Context: an optimization exercise on an open-source flow, tuned for small area, a short achievable clock period and few clock cycles per item. The choices shown serve that exercise and are no tape-out recipe. In this exercise RTL edits were held to simulation tests only and were not proved equivalent to the original. Power figures rest on the tool's default switching activity, not on a simulated workload.

==> delta: inputs <==
==> flow/design.v <==
module stripe_median (
    input  wire        clk,
    input  wire        rst,         
    input  wire        in_valid,
    output wire        in_ready,
    input  wire [63:0] in_data,
    input  wire        in_last,     
    input  wire [1:0]  in_wsel,     
    output wire        out_valid,
    input  wire        out_ready,
    output wire [63:0] out_data,
    output wire        out_last
);
    reg [63:0] s0, s1, s2, s3, s4, s5, s6;    
    reg        v0;             
    reg [3:1]  val;            
    reg [5:0]  fst;            
    reg [3:0]  lst;            
    reg [1:0]  h0, h1, h2, h3;   
    reg [48:0] g;              
    reg        row_start;      
    reg [1:0]  cur_h;
    reg        in_ready_r;
    reg        ov, sv;
    reg [63:0] od, sd;
    reg        ol, sl;
    assign in_ready  = in_ready_r;
    assign out_valid = ov;
    assign out_data  = od;
    assign out_last  = ol;
    wire accept = in_valid && in_ready_r;
    wire room  = !sv;
    wire e1 = val[1] && lst[1];
    wire e2 = val[2] && lst[2];
    wire e3 = val[3] && lst[3];
    wire full  = v0 && room;
    wire flush = !v0 && room && (e1 || e2 || e3);
    wire j1 = e1;
    wire j2 = !e1 && e2;
    wire [6:0] en;
    assign en[0] = 1'b0;
    assign en[1] = full;
    assign en[2] = full || (flush && j1);
    assign en[3] = full || (flush && (j1 || j2));
    assign en[4] = full || flush;
    assign en[5] = full || flush;
    assign en[6] = full || flush;
    wire adv  = full || flush;
    wire push = adv && val[3];
    wire [48:0] gt;
    genvar ga, gb;
    generate
        for (ga = 0; ga < 7; ga = ga + 1) begin : gta
            for (gb = 0; gb < 7; gb = gb + 1) begin : gtb
                if (ga == 0 && gb > 0) begin : c
                    wire [63:0] sb = (gb == 1) ? s1 : (gb == 2) ? s2 : (gb == 3) ? s3 :
                                     (gb == 4) ? s4 : (gb == 5) ? s5 : s6;
                    sm_gt64 u (.a(s0), .b(sb), .gt(gt[gb]));
                end else if (ga > 0 && gb > ga) begin : r
                    assign gt[7 * ga + gb] = g[7 * ga + gb];
                end else begin : z
                    assign gt[7 * ga + gb] = 1'b0;
                end
            end
        end
    endgenerate
    wire [1:0] h = h3;
    wire left  = (fst[3] && h >= 2'd1) || (fst[4] && h >= 2'd2) || (fst[5] && h == 2'd3);
    wire right = (lst[3] && h >= 2'd1) || (lst[2] && h >= 2'd2) || (lst[1] && h == 2'd3);
    wire pass  = (h == 2'd0) || left || right;
    wire [6:0] act = {h == 2'd3, h >= 2'd2, h >= 2'd1, 1'b1, h >= 2'd1, h >= 2'd2, h == 2'd3};
    wire [6:0] sel;
    genvar gk, gm;
    generate
        for (gk = 0; gk < 7; gk = gk + 1) begin : rk
            wire [6:0] bef;
            for (gm = 0; gm < 7; gm = gm + 1) begin : bm
                if (gm < gk)      assign bef[gm] = act[gm] & ~gt[7 * gm + gk];
                else if (gm > gk) assign bef[gm] = act[gm] &  gt[7 * gk + gm];
                else              assign bef[gm] = 1'b0;
            end
            wire [5:0] others;
            if (gk == 0)      assign others = bef[6:1];
            else if (gk == 6) assign others = bef[5:0];
            else              assign others = {bef[6:gk + 1], bef[gk - 1:0]};
            wire [6:0] cnt [0:6];
            assign cnt[0] = 7'd1;
            for (gm = 0; gm < 6; gm = gm + 1) begin : cs
                assign cnt[gm + 1] = others[gm] ? {cnt[gm][5:0], 1'b0} : cnt[gm];
            end
            if (gk == 3) assign sel[gk] = pass || cnt[6][h];
            else         assign sel[gk] = !pass && act[gk] && cnt[6][h];
        end
    endgenerate
    wire [63:0] y = (s0 & {64{sel[0]}}) | (s1 & {64{sel[1]}}) | (s2 & {64{sel[2]}}) |
                    (s3 & {64{sel[3]}}) | (s4 & {64{sel[4]}}) | (s5 & {64{sel[5]}}) |
                    (s6 & {64{sel[6]}});
    integer k, a, b, sb;
    always @(posedge clk) begin
        if (in_ready_r) begin
            s0     <= in_data;
            fst[0] <= row_start;
            lst[0] <= in_last;
            h0     <= row_start ? in_wsel : cur_h;
        end
        if (en[1]) begin s1 <= s0; fst[1] <= fst[0]; lst[1] <= lst[0]; h1 <= h0; end
        if (en[2]) begin s2 <= s1; fst[2] <= fst[1]; lst[2] <= lst[1]; h2 <= h1; end
        if (en[3]) begin s3 <= s2; fst[3] <= fst[2]; lst[3] <= lst[2]; h3 <= h2; end
        if (en[4]) begin s4 <= s3; fst[4] <= fst[3]; end
        if (en[5]) begin s5 <= s4; fst[5] <= fst[4]; end
        if (en[6]) begin s6 <= s5; end
        for (a = 1; a < 7; a = a + 1) begin
            for (b = a + 1; b < 7; b = b + 1) begin
                sb = b - 1;
                if (en[b] && en[a])
                    g[7 * a + b] <= gt[7 * (a - 1) + sb];
                else if (en[b] && a < sb)
                    g[7 * a + b] <= gt[7 * a + sb];
            end
        end
        if (!ov || out_ready) begin
            if (sv) begin
                od <= sd;
                ol <= sl;
            end else begin
                od <= y;
                ol <= lst[3];
            end
        end
        if (!sv) begin
            sd <= y;
            sl <= lst[3];
        end
        if (rst) begin
            v0         <= 1'b0;
            val        <= 3'd0;
            row_start  <= 1'b1;
            cur_h      <= 2'd0;
            in_ready_r <= 1'b1;
            ov         <= 1'b0;
            sv         <= 1'b0;
        end else begin
            if (in_ready_r)
                v0 <= in_valid;
            if (accept) begin
                row_start <= in_last;
                if (row_start)
                    cur_h <= in_wsel;
            end
            if (full) begin
                val[1] <= 1'b1;
                val[2] <= val[1];
                val[3] <= val[2];
            end else if (flush) begin
                if (j1) begin
                    val[1] <= 1'b0; val[2] <= val[1]; val[3] <= val[2];
                end else if (j2) begin
                    val[2] <= 1'b0; val[3] <= val[2];
                end else begin
                    val[3] <= 1'b0;
                end
            end
            if (ov && out_ready) begin
                if (sv) sv <= push;
                else    ov <= push;
            end else if (push) begin
                if (ov) sv <= 1'b1;
                else    ov <= 1'b1;
            end
            in_ready_r <= !((in_ready_r ? in_valid : v0) &&
                            ((ov && !out_ready) ? (sv || push) : (sv && push)));
        end
    end
endmodule
module sm_gt64 (input wire [63:0] a, input wire [63:0] b, output wire gt);
    genvar i;
    generate
        for (i = 0; i < 64; i = i + 1) begin : l
            wire c;
            if (i == 0) begin : f
                assign c = a[0] & ~b[0];
            end else begin : n
                assign c = (a[i] & ~b[i]) | ((a[i] | ~b[i]) & l[i - 1].c);
            end
        end
    endgenerate
    assign gt = l[63].c;
endmodule
==> flow/run.sh <==
#!/bin/bash
# synth_recipe.tcl (not shown) runs the flow's synth.tcl, then flattens the netlist and writes it again
# the make line also repeats each setting of config.mk as NAME=value (left out here)
make -C /OpenROAD-flow-scripts/flow DESIGN_CONFIG=/design/flow/config.mk WORK_HOME=/design/flow/orfs CLKGATE_MAP_FILE= SYNTH_SCRIPT=/design/flow/synth_recipe.tcl finish
==> flow/config.mk <==
export PLATFORM = sky130hd
export DESIGN_NAME = stripe_median
export DESIGN_NICKNAME = stripe_median
export VERILOG_FILES = /design/flow/design.v
export SDC_FILE = /design/flow/constraint.sdc
export NUM_CORES = 4
export LEC_CHECK = 0
export CAP_MARGIN = 20
export CORE_MARGIN = 2
export CORE_UTILIZATION = 40
export SLEW_MARGIN = 20
==> flow/constraint.sdc <==
create_clock -name core_clock -period 26.0 [get_ports {clk}]
set_input_delay 5.2000 -clock core_clock [delete_from_list [all_inputs] [get_ports {clk}]]
set_output_delay 5.2000 -clock core_clock [all_outputs]
set_load 0.01 [all_outputs]
==> inputs of zinc, as changes to delta <==
--- a/flow/design.v
+++ b/flow/design.v
@@ -30,3 +30,4 @@
     assign out_last  = ol;
-    wire accept = in_valid && in_ready_r;
+    wire free0  = !(v0 && sv);
+    wire accept = in_valid && free0;
     wire room  = !sv;
@@ -94,8 +95,10 @@
     endgenerate
-    wire [63:0] y = (s0 & {64{sel[0]}}) | (s1 & {64{sel[1]}}) | (s2 & {64{sel[2]}}) |
-                    (s3 & {64{sel[3]}}) | (s4 & {64{sel[4]}}) | (s5 & {64{sel[5]}}) |
-                    (s6 & {64{sel[6]}});
+    wire [6:0]  ss = sel & {7{~sv}};
+    wire [63:0] y  = (s0 & {64{ss[0]}}) | (s1 & {64{ss[1]}}) | (s2 & {64{ss[2]}}) |
+                     (s3 & {64{ss[3]}}) | (s4 & {64{ss[4]}}) | (s5 & {64{ss[5]}}) |
+                     (s6 & {64{ss[6]}}) | (sd & {64{sv}});
+    wire        yl = sv ? sl : lst[3];
     integer k, a, b, sb;
     always @(posedge clk) begin
-        if (in_ready_r) begin
+        if (free0) begin
             s0     <= in_data;
@@ -121,9 +124,4 @@
         if (!ov || out_ready) begin
-            if (sv) begin
-                od <= sd;
-                ol <= sl;
-            end else begin
-                od <= y;
-                ol <= lst[3];
-            end
+            od <= y;
+            ol <= yl;
         end
@@ -131,3 +129,3 @@
             sd <= y;
-            sl <= lst[3];
+            sl <= yl;
         end
@@ -142,3 +140,3 @@
         end else begin
-            if (in_ready_r)
+            if (free0)
                 v0 <= in_valid;
@@ -169,3 +167,3 @@
             end
-            in_ready_r <= !((in_ready_r ? in_valid : v0) &&
+            in_ready_r <= !((free0 ? in_valid : v0) &&
                             ((ov && !out_ready) ? (sv || push) : (sv && push)));
@@ -175,10 +173,18 @@
 module sm_gt64 (input wire [63:0] a, input wire [63:0] b, output wire gt);
-    genvar i;
+    wire [63:0] g = a & ~b;
+    wire [63:0] p = a | ~b;
+    genvar i, j;
     generate
-        for (i = 0; i < 64; i = i + 1) begin : l
-            wire c;
+        for (i = 0; i < 8; i = i + 1) begin : k
+            wire [8:0] c;
+            assign c[0] = 1'b0;
+            for (j = 0; j < 8; j = j + 1) begin : t
+                assign c[j + 1] = g[8 * i + j] | (p[8 * i + j] & c[j]);
+            end
+            wire pp = &p[8 * i + 7:8 * i];
+            wire cc;
             if (i == 0) begin : f
-                assign c = a[0] & ~b[0];
+                assign cc = c[8];
             end else begin : n
-                assign c = (a[i] & ~b[i]) | ((a[i] | ~b[i]) & l[i - 1].c);
+                assign cc = c[8] | (pp & k[i - 1].cc);
             end
@@ -186,3 +192,3 @@
     endgenerate
-    assign gt = l[63].c;
+    assign gt = k[7].cc;
 endmodule
==> flow/flow/run.sh (new file) <==
#!/bin/bash
# Standard ORFS layout (the standard.sh, standard synthesis), with these
# changes to how the layout is made:
#  * plain buffers (buf_2) on the ports instead of the delay cells that
#    buffer_ports picks by default;
#  * repair_timing (after CTS and after global routing) aims for a setup
#    slack margin, so that it sizes and buffers the paths instead of leaving
#    them as synthesis made them. The SDC and clock period are unchanged;
#  * clock tree: clkbuf_16 buffers with larger sink clusters and no dummy
#    loads (fewer, smaller clock cells).
# Each tool's log stays under orfs/logs; make's own output goes to
# flow_make.log here.
set -euo pipefail
bash standard.sh "BUFFER_PORTS_ARGS=-buffer_cell sky130_fd_sc_hd__buf_2" \
    "SETUP_SLACK_MARGIN=19.5" \
    "CTS_ARGS=-sink_clustering_enable -repair_clock_nets -dont_use_dummy_load -sink_clustering_size 24 -sink_clustering_max_diameter 100 -buf_list sky130_fd_sc_hd__clkbuf_16" \
    finish > flow_make.log 2>&1
==> flow/standard.sh (new file) <==
#!/bin/bash
# synth_recipe.tcl (not shown) runs the flow's synth.tcl, then flattens the netlist and writes it again
# the make line also repeats each setting of config.mk as NAME=value (left out here)
make -C /OpenROAD-flow-scripts/flow DESIGN_CONFIG=/design/flow/config.mk WORK_HOME=/design/flow/orfs CLKGATE_MAP_FILE= SYNTH_SCRIPT=/design/flow/synth_recipe.tcl "${@:-finish}"
--- a/flow/config.mk
+++ b/flow/config.mk
@@ -7,5 +7,6 @@
 export LEC_CHECK = 0
+export ABC_AREA = 1
 export CAP_MARGIN = 20
 export CORE_MARGIN = 2
-export CORE_UTILIZATION = 40
+export CORE_UTILIZATION = 60
 export SLEW_MARGIN = 20
removed: flow/run.sh
==> inputs of indigo, as changes to delta <==
--- a/flow/design.v
+++ b/flow/design.v
@@ -30,3 +30,4 @@
     assign out_last  = ol;
-    wire accept = in_valid && in_ready_r;
+    wire free0  = !(v0 && sv);
+    wire accept = in_valid && free0;
     wire room  = !sv;
@@ -94,8 +95,10 @@
     endgenerate
-    wire [63:0] y = (s0 & {64{sel[0]}}) | (s1 & {64{sel[1]}}) | (s2 & {64{sel[2]}}) |
-                    (s3 & {64{sel[3]}}) | (s4 & {64{sel[4]}}) | (s5 & {64{sel[5]}}) |
-                    (s6 & {64{sel[6]}});
+    wire [6:0]  ss = sel & {7{~sv}};
+    wire [63:0] y  = (s0 & {64{ss[0]}}) | (s1 & {64{ss[1]}}) | (s2 & {64{ss[2]}}) |
+                     (s3 & {64{ss[3]}}) | (s4 & {64{ss[4]}}) | (s5 & {64{ss[5]}}) |
+                     (s6 & {64{ss[6]}}) | (sd & {64{sv}});
+    wire        yl = sv ? sl : lst[3];
     integer k, a, b, sb;
     always @(posedge clk) begin
-        if (in_ready_r) begin
+        if (free0) begin
             s0     <= in_data;
@@ -121,9 +124,4 @@
         if (!ov || out_ready) begin
-            if (sv) begin
-                od <= sd;
-                ol <= sl;
-            end else begin
-                od <= y;
-                ol <= lst[3];
-            end
+            od <= y;
+            ol <= yl;
         end
@@ -131,3 +129,3 @@
             sd <= y;
-            sl <= lst[3];
+            sl <= yl;
         end
@@ -142,3 +140,3 @@
         end else begin
-            if (in_ready_r)
+            if (free0)
                 v0 <= in_valid;
@@ -169,3 +167,3 @@
             end
-            in_ready_r <= !((in_ready_r ? in_valid : v0) &&
+            in_ready_r <= !((free0 ? in_valid : v0) &&
                             ((ov && !out_ready) ? (sv || push) : (sv && push)));
@@ -175,10 +173,18 @@
 module sm_gt64 (input wire [63:0] a, input wire [63:0] b, output wire gt);
-    genvar i;
+    wire [63:0] g = a & ~b;
+    wire [63:0] p = a | ~b;
+    genvar i, j;
     generate
-        for (i = 0; i < 64; i = i + 1) begin : l
-            wire c;
+        for (i = 0; i < 8; i = i + 1) begin : k
+            wire [8:0] c;
+            assign c[0] = 1'b0;
+            for (j = 0; j < 8; j = j + 1) begin : t
+                assign c[j + 1] = g[8 * i + j] | (p[8 * i + j] & c[j]);
+            end
+            wire pp = &p[8 * i + 7:8 * i];
+            wire cc;
             if (i == 0) begin : f
-                assign c = a[0] & ~b[0];
+                assign cc = c[8];
             end else begin : n
-                assign c = (a[i] & ~b[i]) | ((a[i] | ~b[i]) & l[i - 1].c);
+                assign cc = c[8] | (pp & k[i - 1].cc);
             end
@@ -186,3 +192,3 @@
     endgenerate
-    assign gt = l[63].c;
+    assign gt = k[7].cc;
 endmodule
==> flow/flow/run.sh (new file) <==
#!/bin/bash
# Standard ORFS layout (the standard.sh, standard synthesis), with these
# changes to how the layout is made:
#  * plain buffers (buf_2) on the ports instead of the delay cells that
#    buffer_ports picks by default;
#  * repair_timing (after CTS and after global routing) aims for a setup
#    slack margin, so that it sizes and buffers the paths instead of leaving
#    them as synthesis made them. The SDC and clock period are unchanged;
#  * clock tree: clkbuf_16 buffers with larger sink clusters and no dummy
#    loads (fewer, smaller clock cells).
# Each tool's log stays under orfs/logs; make's own output goes to
# flow_make.log here.
set -euo pipefail
bash standard.sh "BUFFER_PORTS_ARGS=-buffer_cell sky130_fd_sc_hd__buf_2" \
    "SETUP_SLACK_MARGIN=19.5" \
    "CTS_ARGS=-sink_clustering_enable -repair_clock_nets -dont_use_dummy_load -sink_clustering_size 24 -sink_clustering_max_diameter 100 -buf_list sky130_fd_sc_hd__clkbuf_16" \
    finish > flow_make.log 2>&1
==> flow/standard.sh (new file) <==
#!/bin/bash
# synth_recipe.tcl (not shown) runs the flow's synth.tcl, then flattens the netlist and writes it again
# the make line also repeats each setting of config.mk as NAME=value (left out here)
make -C /OpenROAD-flow-scripts/flow DESIGN_CONFIG=/design/flow/config.mk WORK_HOME=/design/flow/orfs CLKGATE_MAP_FILE= SYNTH_SCRIPT=/design/flow/synth_recipe.tcl "${@:-finish}"
--- a/flow/config.mk
+++ b/flow/config.mk
@@ -7,5 +7,7 @@
 export LEC_CHECK = 0
+export ABC_AREA = 1
 export CAP_MARGIN = 20
 export CORE_MARGIN = 2
-export CORE_UTILIZATION = 40
+export CORE_UTILIZATION = 75
+export PLACE_DENSITY = 0.82
 export SLEW_MARGIN = 20
removed: flow/run.sh
==> metrics.md <==
| Metric | Value |
|---|---|
| Die Span Y | 202 µm |
| Combinational share of power | 15.4% |
| Min-delay src | h0[1] |
| Well tap count | about 520 |
| VDD IR max | 69.3 µV |
| Grt met1 use | 60.6% |
| Post-layout min period | 6.49 ns |
| Max_slew headroom | 20.0% |
| Final instance area | 31400 µm² |
| Seq/total area | 59.1% |
| Flop pwr share | between 60% and 70% |
| Result of the run | no timing/DRC/antenna violations |
| Final Power | between 2 and 2.5 mW |
| Initial Util | 76.1% |
| Crit Reg-Reg Endpoint | od[21] |
| Critical path required time | 20.80 ns |
Source of the figures above: indigo

==> metrics.md <==
| Metric | Value |
|---|---|
| Critical path required time | ~26 ns |
| Final Power | between 2 and 3 mW |
| Combinational share of power | 12.3% |
| Flop pwr share | 47.9% |
| Final instance area | between 30000 and 40000 µm² |
| Initial Util | 40.5% |
| Max_slew headroom | 21.6% |
| Die Span Y | 279 µm |
| VDD IR max | 40.9 µV |
| Result of the run | no timing/DRC/antenna violations |
Source of the figures above: delta

==> metrics.md <==
| Metric | Value |
|---|---|
| Critical path required time | 20.80 ns |
| Placed instance area | 30700 µm² |
| Post-layout min period | 6.54 ns |
| Initial Util | 60.5% |
| Result of the run | no timing/DRC/antenna violations |
| Seq/total area | 58.8% |
| Flop pwr share | 61.1% |
| First-pass DRT Iterations | 8 |
| First-pass GRT wire length | 132000 µm |
| Max Cap Violations | 0 |
| Max_slew headroom | 24.8% |
| Final Power | around 2.1 mW |
| Grt met1 use | 50.8% |
| Port-buffer cells | 137 |
| Combinational share of power | 15.0% |
| Well tap count | between 600 and 700 |
| Crit Reg-Reg Endpoint | sd[23] |
| Total detailed-routing wirelength | about 88000 µm |
Source of the figures above: zinc

Testbench counts of delta, summed over its fixed seeds: cycles 15,666, items 15,636.
Testbench counts of zinc, summed over its fixed seeds: cycles 15,666, items 15,636.
Testbench counts of indigo, summed over its fixed seeds: cycles 15,666, items 15,636.

==> what the ideal ports hide <==
No port has a modelled driver above. Below, the same layouts with a new extraction and two added sets of constraints.
Step 1 sets driving cells, clkbuf_16 on the clock port and buf_2 on the other inputs (assumed; they add their load-dependent delay and slew).
Step 2 moves the port delays by t, midway between the first and last clock arrival at a register: inputs arrive t later, outputs are due t later. That takes back most of the time a late clock gives input paths.
Slacks: ideal ports / drivers / drivers and shift; pairs: ideal ports / drivers.
| run | t (ns) | slack for setup (ns) | worst setup path at the end | worst register clock-pin slew, ns | worst data-port slew with drivers (ns) |
|---|---|---|---|---|---|
| delta | 0.665 | 17.743 / 17.743 / 17.743 | register to register | 0.07 / 0.07 | 0.06 |
| zinc | 0.683 | 19.463 / 19.400 / 19.539 | input to register | 0.11 / 0.11 | 0.13 |
| indigo | 0.674 | 19.511 / 19.453 / 19.544 | input to register | 0.11 / 0.11 | 0.16 |
After both steps every run listed still meets setup and hold.
